What follows belongs to an exercise in optimizing a design on an open flow for small area, a short achievable clock period and few clock cycles; a production flow would make more cautious choices.
Function not checked in this run: the RTL went through the layout flow alone.
Power and IR drop assume default switching activity.

--- flow/run.sh ---
#!/bin/bash
# synth_recipe.tcl (not shown) runs the flow's synth.tcl, then flattens the netlist and writes it again
# the make line also repeats each setting of config.mk as NAME=value (left out here)
make -C /OpenROAD-flow-scripts/flow DESIGN_CONFIG=/design/flow/config.mk WORK_HOME=/design/flow/orfs CLKGATE_MAP_FILE= SYNTH_SCRIPT=/design/flow/synth_recipe.tcl finish
--- flow/design.v ---
module l2w_crypt (
    input  wire        clk,
    input  wire        rst,       
    input  wire        req,       
    input  wire        we,        
    input  wire        wide,      
    input  wire [12:0] addr,      
    input  wire [31:0] wdata,
    output reg  [31:0] rdata,
    output reg         err,
    output wire        irq
);
    localparam integer NCORE = 8;             
    localparam integer NW    = 2 * NCORE;     
    localparam [31:0] DELTA     = 32'h9E37_79B9;
    localparam [31:0] DEC_SUM0  = 32'hC6EF_3720;   
    localparam [31:0] DEC_SUM1  = 32'h28B7_BD67;   
    localparam [127:0] FALLBACK = 128'h4473_7003_2E8A_1913_D308_A385_886A_3F24;
    localparam [3:0] R_OK = 4'd0, R_RANGE = 4'd1, R_VALID = 4'd2, R_BADCMD = 4'd3,
                     R_NOSESS = 4'd4, R_ACTIVE = 4'd5, R_KEYLEN = 4'd6;
    localparam [3:0] S_IDLE = 4'd0,  S_CHECK = 4'd1,  S_KEY = 4'd2,  S_CKF = 4'd3,
                     S_CKE  = 4'd4,  S_XSH   = 4'd5,  S_XCP = 4'd6,  S_OER = 4'd7,
                     S_OEL  = 4'd8,  S_OTL   = 4'd9,  S_ODT = 4'd10, S_ODR = 4'd11,
                     S_ODL  = 4'd12, S_MPRE  = 4'd13, S_ME  = 4'd14, S_MO  = 4'd15;
    reg         ie;
    reg         busy, done, ck_ok, haz;
    reg  [3:0]  result;
    reg  [31:0] cmd, offset, size, obf_key;
    reg  [1:0]  valid;
    reg  [127:0] key0, key1;
    reg  [2047:0] ram;            
    reg  [3:0]  state;
    reg  [7:0]  e_ra, e_wa;       
    reg  [6:0]  cnt;              
    reg  [6:0]  xs;               
    reg  [5:0]  xc;               
    reg  [1:0]  mph;              
    reg  [31:0] acc, ra_w, rb_w, rt_w;
    reg         dec;              
    reg  [31:0] kx;               
    reg  [31:0] ks_sum;
    reg         ks_par;
    wire is_reg = (addr < 13'h01C);
    wire is_ram = (addr[12:8] == 5'h10);
    wire bad    = is_reg ? (!wide || addr[1:0] != 2'b00)
                : is_ram ? (wide && addr[1:0] != 2'b00)
                : 1'b1;
    wire acc_ok = req && !bad;
    reg [31:0] reg_rd;
    always @(*) begin
        case (addr[4:2])
            3'd0: reg_rd = {31'b0, ie};
            3'd1: reg_rd = {24'b0, result, haz, ck_ok, done, busy};
            3'd2: reg_rd = cmd;
            3'd3: reg_rd = offset;
            3'd4: reg_rd = size;
            3'd5: reg_rd = obf_key;
            default: reg_rd = {30'b0, valid};
        endcase
    end
    wire [5:0] e_rq  = e_ra[7:2];
    wire [5:0] e_rq1 = e_ra[7:2] + 6'd1;
    wire [1:0] rd_r  = busy ? e_ra[1:0] : addr[1:0];
    wire [7:0] lane_rd [0:3];
    genvar gp;
    generate
        for (gp = 0; gp < 4; gp = gp + 1) begin : g_rl
            wire [5:0] q = busy ? ((gp < e_ra[1:0]) ? e_rq1 : e_rq) : addr[7:2];
            assign lane_rd[gp] = ram[32*q + 8*gp +: 8];
        end
    endgenerate
    wire [31:0] pw = {lane_rd[3], lane_rd[2], lane_rd[1], lane_rd[0]};
    reg  [31:0] rw;               
    always @(*) begin
        case (rd_r)
            2'd0: rw = pw;
            2'd1: rw = {pw[7:0],   pw[31:8]};
            2'd2: rw = {pw[15:0],  pw[31:16]};
            default: rw = {pw[23:0], pw[31:24]};
        endcase
    end
    always @(posedge clk) begin
        if (rst) begin
            rdata <= 32'b0;
            err   <= 1'b0;
        end else begin
            err <= req && bad;
            if (acc_ok && !we)
                rdata <= is_reg ? reg_rd : (wide ? rw : {24'b0, rw[7:0]});
        end
    end
    assign irq = done & ie;
    wire [3:0] op   = cmd[3:0];
    wire [3:0] slot = cmd[11:8];
    wire well_formed = (cmd[31:12] == 20'b0) && (cmd[7:4] == 4'b0) &&
                       (op >= 4'd1) && (op <= 4'd10) &&
                       ((op <= 4'd5) ? (slot < 4'd2) : (slot == 4'd0));
    wire uses_win  = (op == 4'd1) || (op >= 4'd4);
    wire [32:0] win_end = {1'b0, offset} + {1'b0, size};
    wire range_bad = (win_end > 33'd256);
    wire        s     = cmd[8];
    wire        s_val = s ? valid[1] : valid[0];
    wire [127:0] skey = s ? key1 : key0;
    wire [7:0]  off8  = offset[7:0];
    wire [8:0]  sz    = size[8:0];
    wire [8:0]  nobf9 = (sz - 9'd9) >> 2;    
    wire [5:0]  nobf  = nobf9[5:0];
    wire [5:0]  nblk  = sz[8:3];             
    wire [6:0]  nwrd  = {nblk, 1'b0};        
    wire [6:0]  xc0_w = ((nwrd - 7'd1) & (NW - 1)) + 7'd1;
    wire [5:0]  xc0   = xc0_w[5:0];          
    reg         e_we;
    reg  [31:0] e_wd;
    reg  [3:0]  e_wm;
    wire [31:0] chain_out;
    wire [31:0] m_hi = ra_w ^ rb_w;
    reg  [31:0] m_hi_p, m_lo_p;
    always @(*) begin
        m_hi_p = m_hi;
        if (cnt == 7'd4) m_hi_p[31:8] = acc[23:0];      
        if (cnt == 7'd5) m_hi_p[7:0]  = acc[31:24];     
        m_lo_p = rb_w;
        if (cnt == 7'd1) m_lo_p = acc;                   
        if (cnt == 7'd4) m_lo_p[31:8] = rb_w[31:8] ^ rt_w[23:0];
        if (cnt == 7'd5) m_lo_p[7:0]  = rb_w[7:0] ^ rt_w[31:24];
    end
    wire [31:0] oe_acc = acc + ra_w;
    wire [31:0] od_w   = ra_w ^ acc;
    always @(*) begin
        e_we = 1'b0;
        e_wd = 32'b0;
        e_wm = 4'b1111;
        case (state)
            S_CKE:   begin e_we = (op == 4'd7); e_wd = acc; end
            S_OEL:   begin e_we = 1'b1; e_wd = ra_w ^ oe_acc; end
            S_OTL:   begin e_we = 1'b1; e_wd = acc; end
            S_ODL:   begin e_we = 1'b1; e_wd = od_w; end
            S_XSH:   begin e_we = (xs >= NW); e_wd = chain_out; end
            S_ME:    begin e_we = (cnt != 7'd0); e_wd = m_hi_p; end
            S_MO:    begin e_we = (cnt != 7'd0); e_wd = m_lo_p; end
            default: ;
        endcase
    end
    wire h_ram_we = acc_ok && we && is_ram && !busy;
    wire [1:0] e_wr  = e_wa[1:0];
    wire [5:0] e_wq  = e_wa[7:2];
    wire [5:0] e_wq1 = e_wa[7:2] + 6'd1;
    wire [7:0] wl_d  [0:3];
    wire [5:0] wl_q  [0:3];
    wire       wl_en [0:3];
    generate
        for (gp = 0; gp < 4; gp = gp + 1) begin : g_wl
            wire [1:0] lg = gp - e_wr;     
            assign wl_d[gp]  = busy ? e_wd[8*lg +: 8]
                             : (wide ? wdata[8*gp +: 8] : wdata[7:0]);
            assign wl_q[gp]  = busy ? ((gp < e_wr) ? e_wq1 : e_wq) : addr[7:2];
            assign wl_en[gp] = busy ? (e_we && e_wm[lg])
                             : (h_ram_we && (wide || addr[1:0] == gp));
        end
    endgenerate
    genvar gw, gl;
    generate
        for (gw = 0; gw < 64; gw = gw + 1) begin : g_word
            for (gl = 0; gl < 4; gl = gl + 1) begin : g_lane
                always @(posedge clk)
                    if (wl_en[gl] && wl_q[gl] == gw)
                        ram[32*gw + 8*gl +: 8] <= wl_d[gl];
            end
        end
    endgenerate
    wire xcp = (state == S_XCP);
    reg  [31:0] cx [0:NCORE-1];
    reg  [31:0] cy [0:NCORE-1];
    assign chain_out = cx[0];
    genvar gk;
    generate
        for (gk = 0; gk < NCORE; gk = gk + 1) begin : g_core
            wire [31:0] yy   = cy[gk];
            wire [31:0] mix  = ((yy << 4) ^ (yy >> 5)) + yy;
            wire [31:0] ynew = cx[gk] + (mix ^ kx) + {31'b0, dec};
            wire [31:0] nxt;
            if (gk == NCORE - 1) begin : g_tail
                assign nxt = rw;
            end else begin : g_mid
                assign nxt = cx[gk + 1];
            end
            always @(posedge clk) begin
                cx[gk] <= cy[gk];
                cy[gk] <= xcp ? ynew : nxt;
            end
        end
    endgenerate
    wire        enc_k  = !dec;
    wire [31:0] f_sum  = xcp ? ks_sum : (dec ? DEC_SUM0 : 32'd0);
    wire        f_par  = xcp ? ks_par : 1'b0;
    wire [1:0]  f_idx  = (enc_k ^ f_par) ? f_sum[1:0] : f_sum[12:11];
    wire [31:0] f_k    = f_sum + skey[32*f_idx +: 32];
    always @(posedge clk) begin
        kx <= dec ? ~f_k : f_k;
        if (xcp) begin
            ks_par <= !ks_par;
            if (!ks_par) ks_sum <= dec ? ks_sum - DELTA : ks_sum + DELTA;
        end else begin
            ks_par <= 1'b1;
            ks_sum <= dec ? DEC_SUM1 : DELTA;
        end
    end
    task finish(input [3:0] code, input ok_flag);
        begin
            busy   <= 1'b0;
            done   <= 1'b1;
            result <= code;
            ck_ok  <= ok_flag;
            state  <= S_IDLE;
        end
    endtask
    wire [31:0] key_mask;
    genvar gb;
    generate
        for (gb = 0; gb < 4; gb = gb + 1) begin : g_km
            wire [6:0] bi = {cnt[4:0], 2'b00} + gb;
            assign key_mask[8*gb +: 8] = ({2'b00, bi} < sz) ? 8'hFF : 8'h00;
        end
    endgenerate
    always @(posedge clk) begin
        if (rst) begin
            ie <= 1'b0; busy <= 1'b0; done <= 1'b0; ck_ok <= 1'b0; haz <= 1'b0;
            result <= 4'd0; cmd <= 32'b0; offset <= 32'b0; size <= 32'b0;
            obf_key <= 32'b0; valid <= 2'b00; state <= S_IDLE;
        end else begin
            if (acc_ok) begin
                if (is_reg && we) begin
                    case (addr[4:2])
                        3'd0: ie <= wdata[0];
                        3'd1: begin
                            if (wdata[1]) done <= 1'b0;
                            if (wdata[3]) haz  <= 1'b0;
                        end
                        3'd2: if (busy) haz <= 1'b1;
                              else begin
                                  cmd <= wdata; busy <= 1'b1; done <= 1'b0;
                                  ck_ok <= 1'b0; result <= 4'd0; state <= S_CHECK;
                              end
                        3'd3: if (busy) haz <= 1'b1; else offset  <= wdata;
                        3'd4: if (busy) haz <= 1'b1; else size    <= wdata;
                        3'd5: if (busy) haz <= 1'b1; else obf_key <= wdata;
                        default: ;
                    endcase
                end else if (is_ram && busy) begin
                    haz <= 1'b1;
                end
            end
            case (state)
            S_CHECK: begin
                cnt <= 7'd0;
                dec <= (op == 4'd5);
                if (!well_formed) finish(R_BADCMD, 1'b0);
                else if (uses_win && range_bad) finish(R_RANGE, 1'b0);
                else case (op)
                4'd1: if (s_val) finish(R_ACTIVE, 1'b0);
                      else if (size == 32'd0 || size > 32'd16) finish(R_KEYLEN, 1'b0);
                      else begin e_ra <= off8; state <= S_KEY; end
                4'd2: if (s_val) finish(R_ACTIVE, 1'b0);
                      else begin
                          if (s) begin key1 <= FALLBACK; valid[1] <= 1'b1; end
                          else   begin key0 <= FALLBACK; valid[0] <= 1'b1; end
                          finish(R_OK, 1'b0);
                      end
                4'd3: begin
                          if (s) valid[1] <= 1'b0; else valid[0] <= 1'b0;
                          finish(R_OK, 1'b0);
                      end
                4'd4, 4'd5:
                      if (!s_val) finish(R_NOSESS, 1'b0);
                      else if (nblk == 6'd0) finish(R_OK, 1'b0);
                      else begin
                          xs <= 7'd0;
                          xc <= xc0;
                          e_ra <= (op == 4'd5) ? off8 + 8'd4 : off8;
                          e_wa <= (op == 4'd5) ? off8 + 8'd4 : off8;
                          state <= S_XSH;
                      end
                4'd6, 4'd7:
                      if (sz[1:0] != 2'b00 || sz <= 9'd4) finish(R_VALID, 1'b0);
                      else begin
                          acc <= 32'b0; e_ra <= off8; cnt <= sz[8:2] - 7'd1;
                          state <= S_CKF;
                      end
                4'd8: if (sz < 9'd9) finish(R_RANGE, 1'b0);
                      else begin
                          acc <= obf_key; cnt <= {1'b0, nobf};
                          e_ra <= off8 + 8'd4;
                          e_wa <= off8 + 8'd4;
                          if (nobf == 6'd0) begin e_wa <= off8 + sz[7:0] - 8'd4; state <= S_OTL; end
                          else state <= S_OER;
                      end
                4'd9: if (sz < 9'd9) finish(R_RANGE, 1'b0);
                      else begin
                          cnt <= {1'b0, nobf};
                          e_ra <= off8 + sz[7:0] - 8'd4;
                          e_wa <= off8 + {nobf, 2'b00};
                          state <= S_ODT;
                      end
                default:  
                      if (sz != 9'd128) finish(R_VALID, 1'b0);
                      else begin
                          e_ra <= off8 + 8'd13; mph <= 2'd0; state <= S_MPRE;
                      end
                endcase
            end
            S_KEY: begin
                if (s) key1[32*cnt[1:0] +: 32] <= rw & key_mask;
                else   key0[32*cnt[1:0] +: 32] <= rw & key_mask;
                e_ra <= e_ra + 8'd4; cnt <= cnt + 7'd1;
                if (cnt[1:0] == 2'd3) begin
                    if (s) valid[1] <= 1'b1; else valid[0] <= 1'b1;
                    finish(R_OK, 1'b0);
                end
            end
            S_CKF: begin
                acc <= acc ^ rw;
                e_ra <= e_ra + 8'd4;
                cnt <= cnt - 7'd1;
                if (cnt == 7'd1) begin e_wa <= e_ra + 8'd4; state <= S_CKE; end
            end
            S_CKE: begin
                finish(R_OK, (op == 4'd6) && (acc == rw));
            end
            S_OER: begin
                ra_w <= rw; e_ra <= e_ra + 8'd4; state <= S_OEL;
            end
            S_OEL: begin
                acc <= oe_acc;
                ra_w <= rw; e_ra <= e_ra + 8'd4; e_wa <= e_wa + 8'd4;
                cnt <= cnt - 7'd1;
                if (cnt == 7'd1) begin e_wa <= off8 + sz[7:0] - 8'd4; state <= S_OTL; end
            end
            S_OTL: finish(R_OK, 1'b0);
            S_ODT: begin
                acc <= rw; e_ra <= e_wa;
                if (cnt == 7'd0) finish(R_OK, 1'b0);
                else state <= S_ODR;
            end
            S_ODR: begin
                ra_w <= rw; e_ra <= e_ra - 8'd4; state <= S_ODL;
            end
            S_ODL: begin
                acc <= acc - od_w;
                ra_w <= rw; e_ra <= e_ra - 8'd4; e_wa <= e_wa - 8'd4;
                cnt <= cnt - 7'd1;
                if (cnt == 7'd1) finish(R_OK, 1'b0);
            end
            S_XSH: begin
                xs <= xs + 7'd1;
                xc <= xc - 6'd1;
                if (dec) e_ra <= xs[0] ? e_ra + 8'd12 : e_ra - 8'd4;
                else     e_ra <= e_ra + 8'd4;
                if (xs >= NW) begin
                    if (dec) e_wa <= xs[0] ? e_wa + 8'd12 : e_wa - 8'd4;
                    else     e_wa <= e_wa + 8'd4;
                end
                if (xc == 6'd1) begin
                    if (xs + 7'd1 <= nwrd) begin cnt <= 7'd0; state <= S_XCP; end
                    else finish(R_OK, 1'b0);
                end
            end
            S_XCP: begin
                cnt <= cnt + 7'd1;
                if (cnt == 7'd63) begin xc <= NW; state <= S_XSH; end
            end
            S_MPRE: begin
                mph <= mph + 2'd1;
                case (mph)
                    2'd0: begin rt_w <= rw; e_ra <= off8 + 8'd77; end
                    2'd1: begin acc <= rt_w ^ rw; e_ra <= off8 + 8'd52; end
                    default: begin
                        rt_w <= rw; e_ra <= off8; e_wa <= off8 + 8'd60;
                        cnt <= 7'd0; state <= S_ME;
                    end
                endcase
            end
            S_ME: begin
                ra_w <= rw;
                e_ra <= e_ra + 8'd64;
                e_wa <= e_wa - 8'd64;                      
                state <= S_MO;
            end
            S_MO: begin
                rb_w <= rw;
                if (cnt == 7'd1) acc <= rb_w;              
                e_ra <= e_ra - 8'd60;
                e_wa <= e_wa + 8'd68;                      
                cnt <= cnt + 7'd1;
                if (cnt == 7'd16) finish(R_OK, 1'b0);
                else state <= S_ME;
            end
            default: ;
            endcase
        end
    end
endmodule
--- flow/config.mk ---
export PLATFORM = sky130hd
export DESIGN_NAME = l2w_crypt
export DESIGN_NICKNAME = l2w_crypt
export VERILOG_FILES = /design/flow/design.v
export SDC_FILE = /design/flow/constraint.sdc
export NUM_CORES = 4
export LEC_CHECK = 0
export CAP_MARGIN = 20
export CORE_MARGIN = 2
export CORE_UTILIZATION = 40
export SLEW_MARGIN = 20
--- flow/constraint.sdc ---
create_clock -name core_clock -period 10.0 [get_ports {clk}]
set_input_delay 2.0000 -clock core_clock [delete_from_list [all_inputs] [get_ports {clk}]]
set_output_delay 2.0000 -clock core_clock [all_outputs]
set_load 0.01 [all_outputs]
==> flow_metrics.tcl <==
set metrics [dict create \
    synthesis.area_um2 169100 \
    cp.arrival_ns 8.79 \
    drc 0 \
    port_buffers 83 \
    finClkSkew_ns 0.1079 \
    hold_viol_final 0 \
    first_global_vias 120217 \
    required_ns 10.88 \
    endpoint "kx[31]$_DFF_P_" \
    drt_pass1_iterations 10 \
    grt_antenna_before_repair 36 \
    multi_input_comb_area_um2 75160 \
    crit_path_max_incr_delay_ns 0.69 \
    p_leak_nw 67.42 \
    crit_chain "buf_4 -> nand2_1 -> nor2_4 -> buf_4 -> and2_1 -> nand2_1 -> o21ai_4 -> buf_4 -> mux4_2 -> mux2_2 -> ha_1 -> a21o_1 -> a21oi_1 -> o21bai_1 -> a221oi_1 -> o21ai_0 -> a22o_1 -> a2111oi_0 -> or4_1 -> a31oi_1 -> a31oi_1 -> o21bai_1 -> a21oi_1 -> xnor2_1" \
    crit_path_frequent_cell "buf_4" \
    synth-main-ff-cell "edfxtp_1" \
    status "no timing/DRC/antenna violations" \
    cts_setup_buffers 0 \
    grt_pass1_wl_um 842900 \
    cts_made_buffers 342 \
    cts_buffer_depth 4 \
    relSlewSlack_pct 8.077 \
    antenna_left 0 \
    synth_xor_area_share_pct 6.800 \
    crit_type "reg2reg" \
    gp_congestion 0.9968 \
    yosys.cell_count.top_type "edfxtp_1" \
    fin_crit_ns 7.913 \
    htree_levels 5 \
    worstSkewPairLatency_ns 0.99 \
    drv_cap 0 \
    synth_top_family_by_area "compound AO/OA/AOI/OAI gates" \
    clk_pin_slew_ns 0.08 \
    hpwl_um 402400 \
    yosys-top-cells-area "edfxtp_1, dfxtp_1, ha_1" \
    tns_ns 0 \
    rsz0062_at_grt "no" \
    cts.sinks 3224 \
    synth_edf_count 2503 \
    synth_nets 15807 \
    grt.total_usage_pct 26.51 \
    seqCellArea_um2 89600 \
    start_util_pct 40.22 \
    ctsHoldBuffers 0 \
    synth-compound-area-share_pct 14.00 \
    cp.depth 24 \
    synth_cell_types 126 \
    ys_ff_latch 3224 \
    drive_gt1_share_pct 9.285 \
    rows 238 \
    r2r_slack_ns 2.09 \
    slew_viol_final 0 \
    tightest_slew_ns 1.376 \
    drtIter0Drc 16482 \
    r2r_cells 24 \
    cts_resized 0 \
    p_per_area_nw_per_um2 225.9 \
    r2r_end "kx[31]$_DFF_P_" \
    synth-adder-area-share_pct 5.353 \
    fin_crit_sh_pct 79.13 \
    synthTopCellsByCount "edfxtp_1, nand2_1, a21oi_1" \
    synth-simple-area-share_pct 11.42 \
    coreArea_um2 420500 \
    pin_count 84 \
    setup_violations 0 \
    crit_path_top_delay_cell "buf_4" \
    synth_top_area_share_pct 44.44 \
    die_h_um 654.2 \
    avgViaCountPerCell 6.030 \
    peakVddDrop_v 0.0002179 \
    endpoint_kind "flop" \
    maxClockFrequency_ghz 0.1264 \
    grt-ovfl-total 0 \
    cp-start-kind "flop" \
    yosys_warnings 3 \
    layout.nets 15731 \
    grt_max_degree 178 \
    crit_path_max_fanout 57 \
    wl_um 585400 \
    timing.rr.start "state[1]$_SDFF_PP0_" \
    die_width_um 654.2 \
    dieArea_um2 428000 \
    muxShareOfSynthArea_pct 6.427 \
    worstHoldPathType "reg2reg" \
    holdWs_ns 0.3860 \
    avgSynthCellArea_um2 11.24 \
    wire_per_inst_um 28.00 \
    route.vias.total 126092 \
    syn_to_final_growth_pct 11.13 \
    synth_async_sr_flop_share_pct 0 \
    cp_top_family "compound AO/OA/AOI/OAI gates" \
    yosys.area.top_type "edfxtp_1" \
    cts_tree "yes" \
    seq_area_frac_synth_pct 52.98 \
    synth_cells 15052 \
    cts_root_buffer "clkbuf_16" \
    crit_buf_inv 3 \
    crit_path_start "state[1]$_SDFF_PP0_" \
    fillers 38933 \
]
-- per-stage QoR --
| step | total power, mW | util [%] | cell area [um^2] | std cells | worst slack (ns) |
|---|---|---|---|---|---|
| after floorplan | 26.17 | - | 169100 | 15052 | -2.305 |
| after global routing | 44.62 | 44.69 | 187900 | 20902 | 1.538 |
| final | 42.45 | 44.70 | 187900 | 20910 | 2.087 |
| after global placement | 29.13 | 41.94 | 176300 | 20272 | 1.738 |
| after CTS | 42.45 | 44.69 | 187900 | 20901 | 2.176 |
| after detailed placement | 29.20 | 41.94 | 176300 | 20272 | 1.724 |
-- state kept, by name, summed over array words and instances, names as in the netlist, 128 cells and up --
name	flops
ram	2048
cy	256
key0	128
key1	128
cx	256
-- layer usage --
metal  GRT usage, %  routed length, um  vias to the layer above
li1               -                  -                    55951
met1          35.12             233800                    62050
met2          40.43             255500                     6586
met3          5.595              57590                     1465
met4          14.76              38200                       40
met5              0                267                        -
-- logic make-up after synthesis --
| group | Yosys count |
|---|---|
| XOR/XNOR | 1306 |
| flip-flops | 3224 |
| AO/OA/AOI/OAI | 3636 |
| multiplexers | 681 |
| adder cells (fa/ha/maj) | 705 |
| buffers and inverters | 1164 |
| AND/OR/NAND/NOR | 4336 |
-- final cells by class --
class	count	share of cell area, %
multi-input cells	10664	39.99
inverters	379	0.7569
clock inverters	221	1.366
clock buffers	408	4.795
flip-flops and latches	3224	47.68
well taps	5640	3.755
diodes	9	0.01198
repair buffers	365	1.648
-- cells in the final DEF (no fill, tap or decap), drive strengths merged, types with 85 or more instances in the layout --
master,instances
a21oi,1061
dfxtp,721
edfxtp,2503
mux4,312
a31oi,136
nand4,110
clkinv,155
o21a,85
xnor2,702
a221oi,107
mux2i,304
a211oi,126
nor2,912
xor2,601
o21ai,799
a21o,298
buf,286
nor3,226
o211ai,90
ha,674
nand3,396
nor2b,103
nand2b,104
clkbuf,408
inv,384
nand2,2022
a22oi,105
a32oi,86
and3,92
and2,92
-- worst min path at each step --
stage	start	to	slack (ns)	cells after the start
finish	cy[4][0]$_DFF_P_	cx[4][0]$_DFF_P_	0.39	0
global placement	cy[4][0]$_DFF_P_	cx[4][0]$_DFF_P_	0.38	0
floorplan	cy[0][28]$_DFF_P_	cx[0][28]$_DFF_P_	0.37	0
CTS	cy[5][0]$_DFF_P_	cx[5][0]$_DFF_P_	0.39	0
detailed placement	cy[4][0]$_DFF_P_	cx[4][0]$_DFF_P_	0.38	0
global route	cy[6][30]$_DFF_P_	cx[6][30]$_DFF_P_	0.40	0
-- report_power, final --
part           leakage [nW]  internal, mW  switching, mW  total, mW
Combinational          32.8          5.97           7.84       13.8
Sequential             29.0          14.8          0.543       15.4
Clock                  5.61          7.61           5.67       13.3
Total                  67.4          28.4           14.1       42.4

separate check: timing with driven ports:
The results above use ideal ports. As a check the final layout listed here was re-extracted and re-timed, cells and wires unchanged.
Step 1, drivers: a clkbuf_16 drives clk and a buf_2 each remaining input, both assumed.
Step 2 also shifts input and output timing later by t, the mid clock arrival at the registers, as if the neighbouring blocks saw the same clock.
a / b / c = no drivers / after step 1 / after step 2; a / b = the first two.
t, ns: 1.063
setup slack, ns: 2.087 / 2.087 / 1.486
clock arrival spread, ns: 0.108 / 0.108
slew at the worst register clock pin (ns): 0.08 / 0.08
worst data-port slew with drivers (ns): 0.27
After both steps setup and hold are still met in this run. For this run, drivers alone change the setup slack by 0.000 ns; drivers and shift together by -0.601 ns.
